This design comes from an exercise in tuning for small area, a short achievable clock period and few clock cycles per item on the open sky130 flow, not from production work. Only simulation tests tie the RTL to the original design; equivalence was not proved. Power figures rest on the tool's default switching activity, not on a simulated workload.

==> inputs of build 90 <==
Design inav_decoder, start of the top module:
module inav_decoder (
    input  wire         clk,
    input  wire         rst,         
    input  wire         cmd_valid,
    output wire         cmd_ready,
    input  wire [124:0] cmd,
    output reg          rsp_valid,
    output wire [485:0] rsp
);
Settings: LEC_CHECK=0, CAP_MARGIN=20, CORE_MARGIN=2, CORE_UTILIZATION=40, CTS_BUF_LIST=sky130_fd_sc_hd__clkbuf_16, CTS_CLUSTER_DIAMETER=80, CTS_CLUSTER_SIZE=24, PLACE_DENSITY=0.6, SETUP_SLACK_MARGIN=5, SLEW_MARGIN=20, TNS_END_PERCENT=30; clock period 8.0 ns.
standard.sh (not shown) runs the stock make flow with config.mk's settings and CLKGATE_MAP_FILE= SYNTH_SCRIPT=/design/flow/synth_recipe.tcl, a recipe that flattens the netlist after the stock synthesis.
==> flow/flow/run.sh <==
#!/bin/bash
# The standard layout (the standard.sh), with two changes to how it is
# made: ports are buffered with buf_2 (rather than the delay-buffer cell
# buffer_ports picks on its own), and a222oi_1, which has no stronger size
# for timing repair to swap to, is added to the platform's don't-use list.
set -euo pipefail
PLATFORM_DONT_USE="$(sed -n '/^export DONT_USE_CELLS/,/^#/p' "$FLOW_HOME/platforms/sky130hd/config.mk" | grep -o 'sky130_fd_sc_hd__[a-z0-9_]*' | tr '\n' ' ')"
bash standard.sh "BUFFER_PORTS_ARGS=-buffer_cell sky130_fd_sc_hd__buf_2" \
    "DONT_USE_CELLS=${PLATFORM_DONT_USE}sky130_fd_sc_hd__a222oi_1" finish > make_finish.log 2>&1
tail -n 20 make_finish.log
==> inputs of trial 76, as changes to build 90 <==
--- a/flow/design.v
+++ b/flow/design.v
@@ -22,17 +22,16 @@
     reg          v1;            
     reg  [3:0]   op1;
     reg  [2:0]   st1;           
     reg          pair1;         
     reg          ev1;           
     reg  [23:0]  syn0, syn1;    
     reg  [15:0]  pd;            
     reg  [3:0]   gt1;           
-    reg  [3:0]   gta;           
     assign cmd_ready = rdy;
     wire       accept    = cmd_valid & rdy;
     wire [3:0] op        = cmd[124:121];
     wire       odd       = cmd[120];
     wire       marker_ok = (cmd[119] == odd);
     wire       submit    = (op == 4'h0);
     wire       ev_load   = accept & (cmd[124:119] == 6'd0);    
     wire [10:0] wt_in;
@@ -627,17 +626,16 @@
         op1   <= op;
         st1   <= st_in;
         pair1 <= submit & marker_ok & odd & asm_odd;
         ev1   <= submit & marker_ok & ~odd;
         syn0  <= syn_in0;
         syn1  <= syn_in1;
         pd    <= cmd[117:102];
         gt1   <= {op == 4'hB, op == 4'hA, op == 4'h9, op == 4'h8};
-        gta   <= {4{accept}} & {op == 4'hB, op == 4'hA, op == 4'h9, op == 4'h8};
         if (ev_load) begin
             evb     <= cmd[111:6];
             evwt    <= wt_in[10:1];
             evwt_ok <= (cmd[117:112] <= 6'd10);
         end
         if (rst || (accept && op == 4'h1))
             asm_odd <= 1'b0;
         else if (accept && submit && marker_ok)
@@ -817,17 +815,17 @@
     reg  [121:0] w9;
     reg  [121:0] w10;
     reg  [4:1]   eph_rx;
     reg  [10:7]  alm_rx;
     reg          rx5, rx6;      
     reg          new_eph, new_iono, new_utc, new_alm;
     reg  [2:0]   st2;
     reg          flag2;
-    reg  [10:1]  sel0, sel1, sel2, sel3, sel4, sel5, sel6, sel7, sel8, sel9, sel10, sel11;
+    reg  [10:1]  sel0, sel1, sel2, sel3, sel4, sel5, sel6, sel7;    
     wire [121:0] data  = {evb[111:6], pd};    
     wire         crc_ok = (sab == evsyn);
     wire         wt_ok  = evwt_ok;
     wire         acc    = v1 & pair1 & crc_ok & wt_ok;
     wire         clr    = rst | (v1 && op1 == 4'h1);
     wire [10:1] wdec = evwt;
     wire [10:1] we = {10{acc}} & wdec[10:1];
     wire [9:0] iod_d  = data[121:112];
@@ -872,17 +870,16 @@
         endcase
     end
     wire hasnew = (op1[3:2] == 2'b01);
     wire get    = (op1[3:2] == 2'b10);
     wire [10:1] rx    = {alm_rx, rx6, rx5, eph_rx};
     wire [3:0]  gdec  = {op1[1:0] == 2'd3, op1[1:0] == 2'd2, op1[1:0] == 2'd1, op1[1:0] == 2'd0};
     wire [10:1] gsel  = {{4{gdec[3]}}, gdec[2], gdec[1], {4{gdec[0]}}};
     wire [10:1] gsel1 = {{4{gt1[3]}}, gt1[2], gt1[1], {4{gt1[0]}}};
-    wire [10:1] gsela = {{4{gta[3]}}, gta[2], gta[1], {4{gta[0]}}};
     always @(posedge clk) begin
         if (v1 && ev1)
             evsyn <= syn_x;
         if (we[1])  w1  <= data[121:2];
         if (we[2])  w2  <= data[121:2];
         if (we[3])  w3  <= data[121:0];
         if (we[4])  w4  <= data[121:2];
         if (we[5])  w5  <= data[121:23];
@@ -935,54 +932,50 @@
         sel0       <= {10{get}} & gsel & rx;
         sel1       <= {10{get & v1}} & gsel & rx;
         sel2       <= {10{get & ~rst}} & gsel & rx;
         sel3       <= {10{get & v1 & ~rst}} & gsel & rx;
         sel4       <= gsel1 & rx;
         sel5       <= {10{v1}} & gsel1 & rx;
         sel6       <= {10{~rst}} & gsel1 & rx;
         sel7       <= {10{v1 & ~rst}} & gsel1 & rx;
-        sel8       <= gsela & rx;
-        sel9       <= {10{v1}} & gsela & rx;
-        sel10      <= {10{~rst}} & gsela & rx;
-        sel11      <= {10{v1 & ~rst}} & gsela & rx;
     end
     wire [119:0] r1;
     wire [119:0] r2;
     wire [121:0] r3;
     wire [119:0] r4;
     wire [98:0]  r5;
     wire [118:0] r6;
     wire [115:0] r7;
     wire [120:0] r8;
     wire [121:0] r9;
     wire [121:0] r10;
-    wire [11:0]  s1  = {sel11[1], sel10[1], sel9[1], sel8[1], sel7[1], sel6[1], sel5[1], sel4[1], sel3[1], sel2[1], sel1[1], sel0[1]};
-    wire [11:0]  s2  = {sel11[2], sel10[2], sel9[2], sel8[2], sel7[2], sel6[2], sel5[2], sel4[2], sel3[2], sel2[2], sel1[2], sel0[2]};
-    wire [11:0]  s3  = {sel11[3], sel10[3], sel9[3], sel8[3], sel7[3], sel6[3], sel5[3], sel4[3], sel3[3], sel2[3], sel1[3], sel0[3]};
-    wire [11:0]  s4  = {sel11[4], sel10[4], sel9[4], sel8[4], sel7[4], sel6[4], sel5[4], sel4[4], sel3[4], sel2[4], sel1[4], sel0[4]};
-    wire [11:0]  s5  = {sel11[5], sel10[5], sel9[5], sel8[5], sel7[5], sel6[5], sel5[5], sel4[5], sel3[5], sel2[5], sel1[5], sel0[5]};
-    wire [11:0]  s6  = {sel11[6], sel10[6], sel9[6], sel8[6], sel7[6], sel6[6], sel5[6], sel4[6], sel3[6], sel2[6], sel1[6], sel0[6]};
-    wire [11:0]  s7  = {sel11[7], sel10[7], sel9[7], sel8[7], sel7[7], sel6[7], sel5[7], sel4[7], sel3[7], sel2[7], sel1[7], sel0[7]};
-    wire [11:0]  s8  = {sel11[8], sel10[8], sel9[8], sel8[8], sel7[8], sel6[8], sel5[8], sel4[8], sel3[8], sel2[8], sel1[8], sel0[8]};
-    wire [11:0]  s9  = {sel11[9], sel10[9], sel9[9], sel8[9], sel7[9], sel6[9], sel5[9], sel4[9], sel3[9], sel2[9], sel1[9], sel0[9]};
-    wire [11:0]  s10 = {sel11[10], sel10[10], sel9[10], sel8[10], sel7[10], sel6[10], sel5[10], sel4[10], sel3[10], sel2[10], sel1[10], sel0[10]};
+    wire [7:0]   s1  = {sel7[1], sel6[1], sel5[1], sel4[1], sel3[1], sel2[1], sel1[1], sel0[1]};
+    wire [7:0]   s2  = {sel7[2], sel6[2], sel5[2], sel4[2], sel3[2], sel2[2], sel1[2], sel0[2]};
+    wire [7:0]   s3  = {sel7[3], sel6[3], sel5[3], sel4[3], sel3[3], sel2[3], sel1[3], sel0[3]};
+    wire [7:0]   s4  = {sel7[4], sel6[4], sel5[4], sel4[4], sel3[4], sel2[4], sel1[4], sel0[4]};
+    wire [7:0]   s5  = {sel7[5], sel6[5], sel5[5], sel4[5], sel3[5], sel2[5], sel1[5], sel0[5]};
+    wire [7:0]   s6  = {sel7[6], sel6[6], sel5[6], sel4[6], sel3[6], sel2[6], sel1[6], sel0[6]};
+    wire [7:0]   s7  = {sel7[7], sel6[7], sel5[7], sel4[7], sel3[7], sel2[7], sel1[7], sel0[7]};
+    wire [7:0]   s8  = {sel7[8], sel6[8], sel5[8], sel4[8], sel3[8], sel2[8], sel1[8], sel0[8]};
+    wire [7:0]   s9  = {sel7[9], sel6[9], sel5[9], sel4[9], sel3[9], sel2[9], sel1[9], sel0[9]};
+    wire [7:0]   s10 = {sel7[10], sel6[10], sel5[10], sel4[10], sel3[10], sel2[10], sel1[10], sel0[10]};
     genvar bi;
     generate
         for (bi = 0; bi < 122; bi = bi + 1) begin : g_rec
-            if (bi < 120) assign r1[bi]  = w1[bi]  & s1[bi * 12 / 120];
-            if (bi < 120) assign r2[bi]  = w2[bi]  & s2[bi * 12 / 120];
-            assign r3[bi] = w3[bi] & s3[bi * 12 / 122];
-            if (bi < 120) assign r4[bi]  = w4[bi]  & s4[bi * 12 / 120];
-            if (bi < 99)  assign r5[bi]  = w5[bi]  & s5[bi * 12 / 99];
-            if (bi < 119) assign r6[bi]  = w6[bi]  & s6[bi * 12 / 119];
-            if (bi < 116) assign r7[bi]  = w7[bi]  & s7[bi * 12 / 116];
-            if (bi < 121) assign r8[bi]  = w8[bi]  & s8[bi * 12 / 121];
-            assign r9[bi]  = w9[bi]  & s9[bi * 12 / 122];
-            assign r10[bi] = w10[bi] & s10[bi * 12 / 122];
+            if (bi < 120) assign r1[bi]  = w1[bi]  & s1[bi * 8 / 120];
+            if (bi < 120) assign r2[bi]  = w2[bi]  & s2[bi * 8 / 120];
+            assign r3[bi] = w3[bi] & s3[bi * 8 / 122];
+            if (bi < 120) assign r4[bi]  = w4[bi]  & s4[bi * 8 / 120];
+            if (bi < 99)  assign r5[bi]  = w5[bi]  & s5[bi * 8 / 99];
+            if (bi < 119) assign r6[bi]  = w6[bi]  & s6[bi * 8 / 119];
+            if (bi < 116) assign r7[bi]  = w7[bi]  & s7[bi * 8 / 116];
+            if (bi < 121) assign r8[bi]  = w8[bi]  & s8[bi * 8 / 121];
+            assign r9[bi]  = w9[bi]  & s9[bi * 8 / 122];
+            assign r10[bi] = w10[bi] & s10[bi * 8 / 122];
         end
     endgenerate
     wire [481:0] rec_eph  = {r1, r2, r3, r4};
     wire [98:0]  rec_iono = r5;
     wire [118:0] rec_utc  = r6;
     wire [480:0] rec_alm  = {r7, r8, r9, r10};
     assign rsp = {st2, flag2,
                   rec_eph | {383'd0, rec_iono} | {363'd0, rec_utc} | {1'b0, rec_alm}};
Settings changed: CTS_BUF_LIST sky130_fd_sc_hd__clkbuf_16 to sky130_fd_sc_hd__clkbuf_8 sky130_fd_sc_hd__clkbuf_16, CTS_CLUSTER_DIAMETER 80 to 50, CTS_CLUSTER_SIZE 24 to 12, TNS_END_PERCENT 30 to 100.
==> qor summary <==
|  | trial 76 | build 90 |
|---|---|---|
| Die X | 386 um | 390 um |
| Fraction of area in multi-input gates | 21.3% | 21.9% |
| Routed metal-1 wirelength | 84.5 mm | 83.4 mm |
| Fraction of area in clock buffers and inverters | 6.57% | 3.53% |
| Non-clock buffer total of the final layout | 831 | 795 |
| Hold wc startpoint | new_utc$_SDFFE_PP0P_ | st1[0]$_DFF_P_ |
| Fraction of final layout cells with drive strength greater than 1 | 30.0% | 27.5% |
| Synthesized-area fraction occupied by and/or/nand/nor cells | 2.78% | 2.81% |
| # Taps | 1917 | 1930 |
| Switching share of power | 31.0% | 31.9% |
| Pre-CTS setup slack | 4.02 ns | 3.74 ns |
| Reg area | 43600 um2 | 44500 um2 |
| Number of DRC markers after the initial detailed-route iteration | 3886 | 4347 |
| Highest fanout seen on the critical path | 15 | 6 |
| Design Power | 24.1 mW | 22.1 mW |
| XOR/XNOR Fraction of Synth Area | 12.3% | 11.9% |
| Adder-cell share of the synthesized area | 0.0214% | 0.0210% |
| Fraction of power consumed by combinational cells | 32.8% | 36.3% |
| Sequential-cell power consumption | 9.34 mW | 9.49 mW |
| Layout Skew | 0.0262 ns | 0.0370 ns |
| Capturing point of the worst reg2reg path | w2[20]$_DFFE_PP_ | w9[104]$_DFFE_PP_ |
| Met2 Usage GRT | 42.0% | 41.0% |
| Count of vias placed by the detailed router | 35.6k | 35.7k |
| Number of fillers in the final layout | 12.1k | 12.6k |
| Outcome | timing/DRC/antenna clean | timing/DRC/antenna clean |
| Number of global-route vias before repair | 34.1k | 32.9k |
Testbench counts of build 90, summed over its fixed seeds: cycles 5,616, items 5,600.
Testbench counts of trial 76, summed over its fixed seeds: cycles 5,616, items 5,600.

## what the ideal ports hide
Ports are ideal in the flow. The routed layouts listed here were re-timed in OpenROAD.
Step 1 assumes that a clkbuf_16 drives the clock port and a buf_2 every other input.
Step 2 times the ports against the registers' clock, not the clock port: input delays grow and output delays shrink by t, the midpoint of the rising clock arrivals with the driver on.
a / b / c = ideal / step 1 / step 2; a / b = the first two.
| run | shift t [ns] | setup slack, ns | worst setup path at the end | worst slew at a driven data input, ns | pins driven straight from the clock port |
|---|---|---|---|---|---|
| build 90 | 0.790 | 4.713 / 4.633 / 4.038 | input to register | 0.21 | 1 |
| trial 76 | 0.871 | 4.645 / 4.567 / 4.160 | input to register | 0.19 | 1 |
After both steps setup and hold are still met in every run listed. The setup slack of build 90, which loses most, moves by -0.080 ns with the drivers and by -0.675 ns with both steps.
